This design comes from an exercise in tuning for small area, a short achievable clock period and few clock cycles on the open sky130 flow, not from production work. In this exercise RTL edits were held to simulation tests only and were not proved equivalent to the original. Power and IR drop assume default switching activity.

==> flow/design.v (excerpt) <==
module qr_segdec (
    input  wire        clk,
    input  wire        rst,
    input  wire        start,
    input  wire [5:0]  version,
    input  wire [11:0] ndata,
    output reg         busy,
    input  wire        in_valid,
    input  wire [7:0]  in_data,
    output wire        in_ready,
    output reg         out_valid,
    output reg  [7:0]  out_char,
    output reg         seg_valid,
    output reg  [1:0]  seg_cls,
    output reg  [3:0]  seg_ind,
    output reg  [15:0] seg_len,
    output reg         seg_trunc,
    output reg         seg_bad,
    output reg  [12:0] seg_n,
    output reg  [14:0] seg_pos
);
Settings: LEC_CHECK=0, ABC_AREA=1, CAP_MARGIN=20, CORE_MARGIN=2, CORE_UTILIZATION=64, PLACE_DENSITY=0.78, SLEW_MARGIN=20; clock period 11.0 ns.
standard.sh (not shown) runs the stock make flow with config.mk's settings and CLKGATE_MAP_FILE= SYNTH_SCRIPT=/design/flow/synth_recipe.tcl, a recipe that flattens the netlist after the stock synthesis.
==> flow/flow/run.sh <==
#!/bin/bash
# Standard layout, with three changes to how it is made (the clock period and
# the constraints are the design's):
#  - the resizer's repair_timing steps aim at a 7.75 ns setup margin;
#  - every port still gets its buffer, but a plain buf_1 instead of the
#    delay cell that buffer_ports picks by default;
#  - clock tree synthesis adds no dummy loads (its other arguments are
#    the standard flow's).
set -euo pipefail
bash standard.sh SETUP_SLACK_MARGIN=7.75 \
  "BUFFER_PORTS_ARGS=-buffer_cell sky130_fd_sc_hd__buf_1" \
  "CTS_ARGS=-sink_clustering_enable -repair_clock_nets -dont_use_dummy_load" \
  finish > standard_make.log 2>&1
Testbench counts at the start, summed over its fixed seeds: cycles 80,989.
Then changed:
==> flow/flow/run.sh (replaced) <==
#!/bin/bash
# Standard layout, with two changes to how it is made (the clock period and
# the constraints are the design's):
#  - the resizer's repair_timing steps aim at a 7.75 ns setup margin;
#  - every port still gets its buffer, but a plain buf_1 instead of the
#    delay cell that buffer_ports picks by default.
set -euo pipefail
bash standard.sh SETUP_SLACK_MARGIN=7.75 \
  "BUFFER_PORTS_ARGS=-buffer_cell sky130_fd_sc_hd__buf_1" finish > standard_make.log 2>&1
CORE_UTILIZATION = 60   (was 64)
PLACE_DENSITY = 0.75   (was 0.78)
The new run went through all stages and came out clean.
Sequential power stays flat.
Area after synthesis is unchanged.
Die area rises by 6.5%.
Final cell count rises by 1.2%.
Worst setup slack gains 140 ps.
Critical path depth falls by 24.
Non-clock buffer count falls by 1.
Global-route usage falls by 3.0 points.
First-iteration DRC count falls by 15%.
Clock-buffer cell count rises by 6.
Then changed:
==> flow/flow/run.sh (replaced) <==
#!/bin/bash
# Standard layout, with three changes to how it is made (the clock period and
# the constraints are the design's):
#  - the resizer's repair_timing steps aim at a 7.85 ns setup margin;
#  - every port still gets its buffer, but a plain buf_1 instead of the
#    delay cell that buffer_ports picks by default;
#  - clock tree synthesis adds no dummy loads (its other arguments are
#    the standard flow's).
set -euo pipefail
bash standard.sh SETUP_SLACK_MARGIN=7.85 \
  "BUFFER_PORTS_ARGS=-buffer_cell sky130_fd_sc_hd__buf_1" \
  "CTS_ARGS=-sink_clustering_enable -repair_clock_nets -dont_use_dummy_load" \
  finish > standard_make.log 2>&1
Global-route usage is higher by 0.27 points.
Count of clock-buffer cells in the layout shrinks by 6.
Clock skew came out higher by 15 ps.
Final area rose by 3.8%.
Die area stays the same.
Hold slack gets worse by 17 ps.
Sequential power hardly moves.
Synthesized cell count does not change.
Power went down by about 5%.
First-iteration DRC count grows by about 5.5%.
Register-to-register slack gets better by 30 ps.
Then changed:
==> flow/run.sh (new file) <==
#!/bin/bash
# synth_recipe.tcl (not shown) runs the flow's synth.tcl, then flattens the netlist and writes it again
# the make line also repeats each setting of config.mk as NAME=value (left out here)
make -C /OpenROAD-flow-scripts/flow DESIGN_CONFIG=/design/flow/config.mk WORK_HOME=/design/flow/orfs CLKGATE_MAP_FILE= SYNTH_SCRIPT=/design/flow/synth_recipe.tcl finish
CORE_UTILIZATION = 67   (was 60)
PLACE_DENSITY = 0.8   (was 0.75)
removed: flow/flow/run.sh
removed: flow/standard.sh
Outcome:
- area after synthesis stays the same
- power goes up by 5.5%
- design area goes down by 4.2%
- clock power goes up by 19%
- global-route usage goes up by 2.3 points
- setup slack gets worse by 880 ps
- first-iteration DRC count goes up by about 5%
- core utilization goes up by 5.6 points
- count of clock-buffer cells in the layout stays the same
- routed wire length goes down by 6.7%
Then changed:
==> flow/flow/run.sh (new file) <==
#!/bin/bash
# Standard layout, with two changes to how it is made (the clock period and
# the constraints are the design's):
#  - the resizer's repair_timing steps aim at a 7.75 ns setup margin;
#  - every port still gets its buffer, but a plain buf_1 instead of the
#    delay cell that buffer_ports picks by default.
set -euo pipefail
bash standard.sh SETUP_SLACK_MARGIN=7.75 \
  "BUFFER_PORTS_ARGS=-buffer_cell sky130_fd_sc_hd__buf_1" finish > standard_make.log 2>&1
==> flow/standard.sh (new file) <==
#!/bin/bash
# synth_recipe.tcl (not shown) runs the flow's synth.tcl, then flattens the netlist and writes it again
# the make line also repeats each setting of config.mk as NAME=value (left out here)
make -C /OpenROAD-flow-scripts/flow DESIGN_CONFIG=/design/flow/config.mk WORK_HOME=/design/flow/orfs CLKGATE_MAP_FILE= SYNTH_SCRIPT=/design/flow/synth_recipe.tcl "${@:-finish}"
CORE_UTILIZATION = 55   (was 67)
PLACE_DENSITY = 0.7   (was 0.8)
removed: flow/run.sh
Effect:
- The new run ran to the end with no violations
- sequential cell count does not change
- setup slack improved by 850 ps
- register-to-register slack improves by 850 ps

* * *

## oak
qr_segdec, a different RTL version from the one above (not shown whole).
For scale: about 160 flip-flops, roughly 94 I/O pins.
// qr_segdec
module qr_segdec (
    input  wire        clk,
    input  wire        rst,
    input  wire        start,
    input  wire [5:0]  version,
    input  wire [11:0] ndata,
    output wire        busy,
    input  wire        in_valid,
    input  wire [7:0]  in_data,
    output wire        in_ready,
    output reg         out_valid,
    output reg  [7:0]  out_char,
    output reg         seg_valid,
    output reg  [1:0]  seg_cls,
    output reg  [3:0]  seg_ind,
    output reg  [15:0] seg_len,
    output reg         seg_trunc,
    output reg         seg_bad,
    output reg  [12:0] seg_n,
    output reg  [14:0] seg_pos
);
export LEC_CHECK = 0
export ABC_AREA = 1
export CAP_MARGIN = 20
export CORE_MARGIN = 2
export CORE_UTILIZATION = 40
export PLACE_DENSITY = 0.6
export SLEW_MARGIN = 20
create_clock -name core_clock -period 11.0 [get_ports {clk}]
==> flow/flow/run.sh <==
#!/bin/bash
# Standard layout, with timing repair aimed at a 7.5 ns setup margin (the
# clock period and constraints are the design's; only the repair target of
# the resizer's repair_timing steps changes).
set -euo pipefail
bash standard.sh SETUP_SLACK_MARGIN=7.5 finish > standard_make.log 2>&1
Testbench counts of oak, summed over its fixed seeds: cycles 80,989.
The following lists how pine was set up differently from oak:
Settings: PLACE_DENSITY changed from 0.6 to 0.75; CORE_UTILIZATION changed from 40 to 60.
==> flow/flow/run.sh <==
#!/bin/bash
# Standard layout, with two changes to how it is made (the clock period and
# the constraints are the design's):
#  - the resizer's repair_timing steps aim at a 7.5 ns setup margin;
#  - every port still gets its buffer, but a plain buf_1 instead of the
#    delay cell that buffer_ports picks by default.
set -euo pipefail
bash standard.sh SETUP_SLACK_MARGIN=7.5 \
  "BUFFER_PORTS_ARGS=-buffer_cell sky130_fd_sc_hd__buf_1" finish > standard_make.log 2>&1
[summary]
Non-clock buffer count ends up higher on oak. Lower register share of the cell area goes to oak over pine. The routed wire length in oak is 1.09 times that in pine. The global-route usage reported for pine is greater than that of oak by 7.5 points. Max freq oak -> pine: improved. On pine: internal power summed over all cells is about 1% higher than what oak gave. The design area in pine is 0.924 times that in oak. Overall die height went down by more than 10% going from oak to pine.
#### Input delta (birch over pine)
==> flow/flow/run.sh <==
#!/bin/bash
# Standard layout, with timing repair aimed at a 7.5 ns setup margin (the
# clock period and constraints are the design's; only the repair target of
# the resizer's repair_timing steps changes).
set -euo pipefail
bash standard.sh SETUP_SLACK_MARGIN=7.5 finish > standard_make.log 2>&1
Diff pine -> birch | average wire per standard cell | increase of about 5%
birch reports a lower transition time at the pin with the least slew margin than pine does.
Any difference in sequential power between birch and pine is small enough to ignore.
After detailed routing, pine needs less wire than birch.

* * *

RTL: one of the versions met above, not the one the previous note started from.
Size: about 1600 cells after synthesis, about 94 I/O pins, about 11000 µm² of cells after synthesis.
Settings: LEC_CHECK=0, ABC_AREA=1, CAP_MARGIN=20, CORE_MARGIN=2, CORE_UTILIZATION=67, PLACE_DENSITY=0.8, SLEW_MARGIN=20; clock period 11.0 ns.
==> flow/flow/run.sh <==
#!/bin/bash
# Standard layout, with two changes to how it is made (the clock period and
# the constraints are the design's):
#  - the resizer's repair_timing steps aim at a 7.75 ns setup margin;
#  - every port still gets its buffer, but a plain buf_1 instead of the
#    delay cell that buffer_ports picks by default.
set -euo pipefail
bash standard.sh SETUP_SLACK_MARGIN=7.75 \
  "BUFFER_PORTS_ARGS=-buffer_cell sky130_fd_sc_hd__buf_1" finish > standard_make.log 2>&1
The starting point produced a clean layout.
Testbench counts at the start, summed over its fixed seeds: cycles 80,989.
==> next run, changes <==
==> flow/flow/run.sh (replaced) <==
#!/bin/bash
# Standard layout, with two changes to how it is made (the clock period and
# the constraints are the design's):
#  - the resizer's repair_timing steps aim at a 7.5 ns setup margin;
#  - every port still gets its buffer, but a plain buf_1 instead of the
#    delay cell that buffer_ports picks by default.
set -euo pipefail
bash standard.sh SETUP_SLACK_MARGIN=7.5 \
  "BUFFER_PORTS_ARGS=-buffer_cell sky130_fd_sc_hd__buf_1" finish > standard_make.log 2>&1
=>
- The new run passed the timing, design-rule and antenna checks
- setup slack gains 28 ps
- hold slack stays flat
- routed wire length goes down by roughly a tenth
- global-route usage falls by 0.46 points
- non-clock buffer count went down by 23
- clock skew is about the same
- power is higher slightly
==> next run, changes <==
==> flow/flow/run.sh (replaced) <==
#!/bin/bash
# Standard layout, with two changes to how it is made (the clock period and
# the constraints are the design's):
#  - the resizer's repair_timing steps aim at a 8.0 ns setup margin;
#  - every port still gets its buffer, but a plain buf_1 instead of the
#    delay cell that buffer_ports picks by default.
set -euo pipefail
bash standard.sh SETUP_SLACK_MARGIN=8.0 \
  "BUFFER_PORTS_ARGS=-buffer_cell sky130_fd_sc_hd__buf_1" finish > standard_make.log 2>&1
Settings changed: CORE_UTILIZATION 67 to 60, PLACE_DENSITY 0.8 to 0.75.
Outcome:
- The new run passed the timing, design-rule and antenna checks
- via count is higher by 7.0%
- sequential share of layout area is lower by 3.4 points
- non-clock buffer count is higher by 94
- die area is higher by about 11%
- cell area is higher by about 13%
==> next run, changes <==
==> flow/flow/run.sh (replaced) <==
#!/bin/bash
# Standard layout, with two changes to how it is made (the clock period and
# the constraints are the design's):
#  - the resizer's repair_timing steps aim at a 7.7 ns setup margin;
#  - every port still gets its buffer, but a plain buf_1 instead of the
#    delay cell that buffer_ports picks by default.
set -euo pipefail
bash standard.sh SETUP_SLACK_MARGIN=7.7 \
  "BUFFER_PORTS_ARGS=-buffer_cell sky130_fd_sc_hd__buf_1" finish > standard_make.log 2>&1
The new run went through all stages and came out clean.
Synthesized area does not change.
Synthesized cell count stays the same.
Power is lower by 1.8%.

what the ideal ports hide:
Ports are ideal in the flow. The routed layouts listed here were re-timed in OpenROAD. Step 1 (the two cells are an assumption about what drives the block):
set clk [get_ports {clk}]
set_driving_cell -lib_cell sky130_fd_sc_hd__clkbuf_16 $clk
set_driving_cell -lib_cell sky130_fd_sc_hd__buf_2 [delete_from_list [all_inputs] $clk]
Step 2 moves the port delays by t, midway between the first and last clock arrival at a register: inputs arrive t later, outputs are due t later. That takes back most of the time a late clock gives input paths. Three values: ideal, step 1, step 2; two values: the first two.
run	shift t [ns]	setup WS [ns]	pins driven straight from the clock port
the first run of note 1	0.478	7.650 / 7.650 / 7.574	1
the second run of note 1	0.471	7.794 / 7.747 / 7.547	1
the third run of note 1	0.469	7.834 / 7.813 / 7.556	1
the fourth run of note 1	0.482	6.950 / 6.950 / 6.563	1
the fifth run of note 1	0.476	7.795 / 7.747 / 7.509	1
oak	0.478	7.438 / 7.390 / 7.191	1
pine	0.477	7.462 / 7.416 / 7.216	1
birch	0.481	7.500 / 7.452 / 7.157	1
the first run of note 3	0.479	7.612 / 7.612 / 7.432	1
the second run of note 3	0.490	7.639 / 7.639 / 7.261	1
the third run of note 3	0.477	7.779 / 7.767 / 7.694	1
the fourth run of note 3	0.469	7.768 / 7.721 / 7.380	1
After both steps every run listed still meets setup and hold. The setup slack of the fourth run of note 3, which loses most, moves by -0.047 ns with the drivers and by -0.388 ns with both steps.
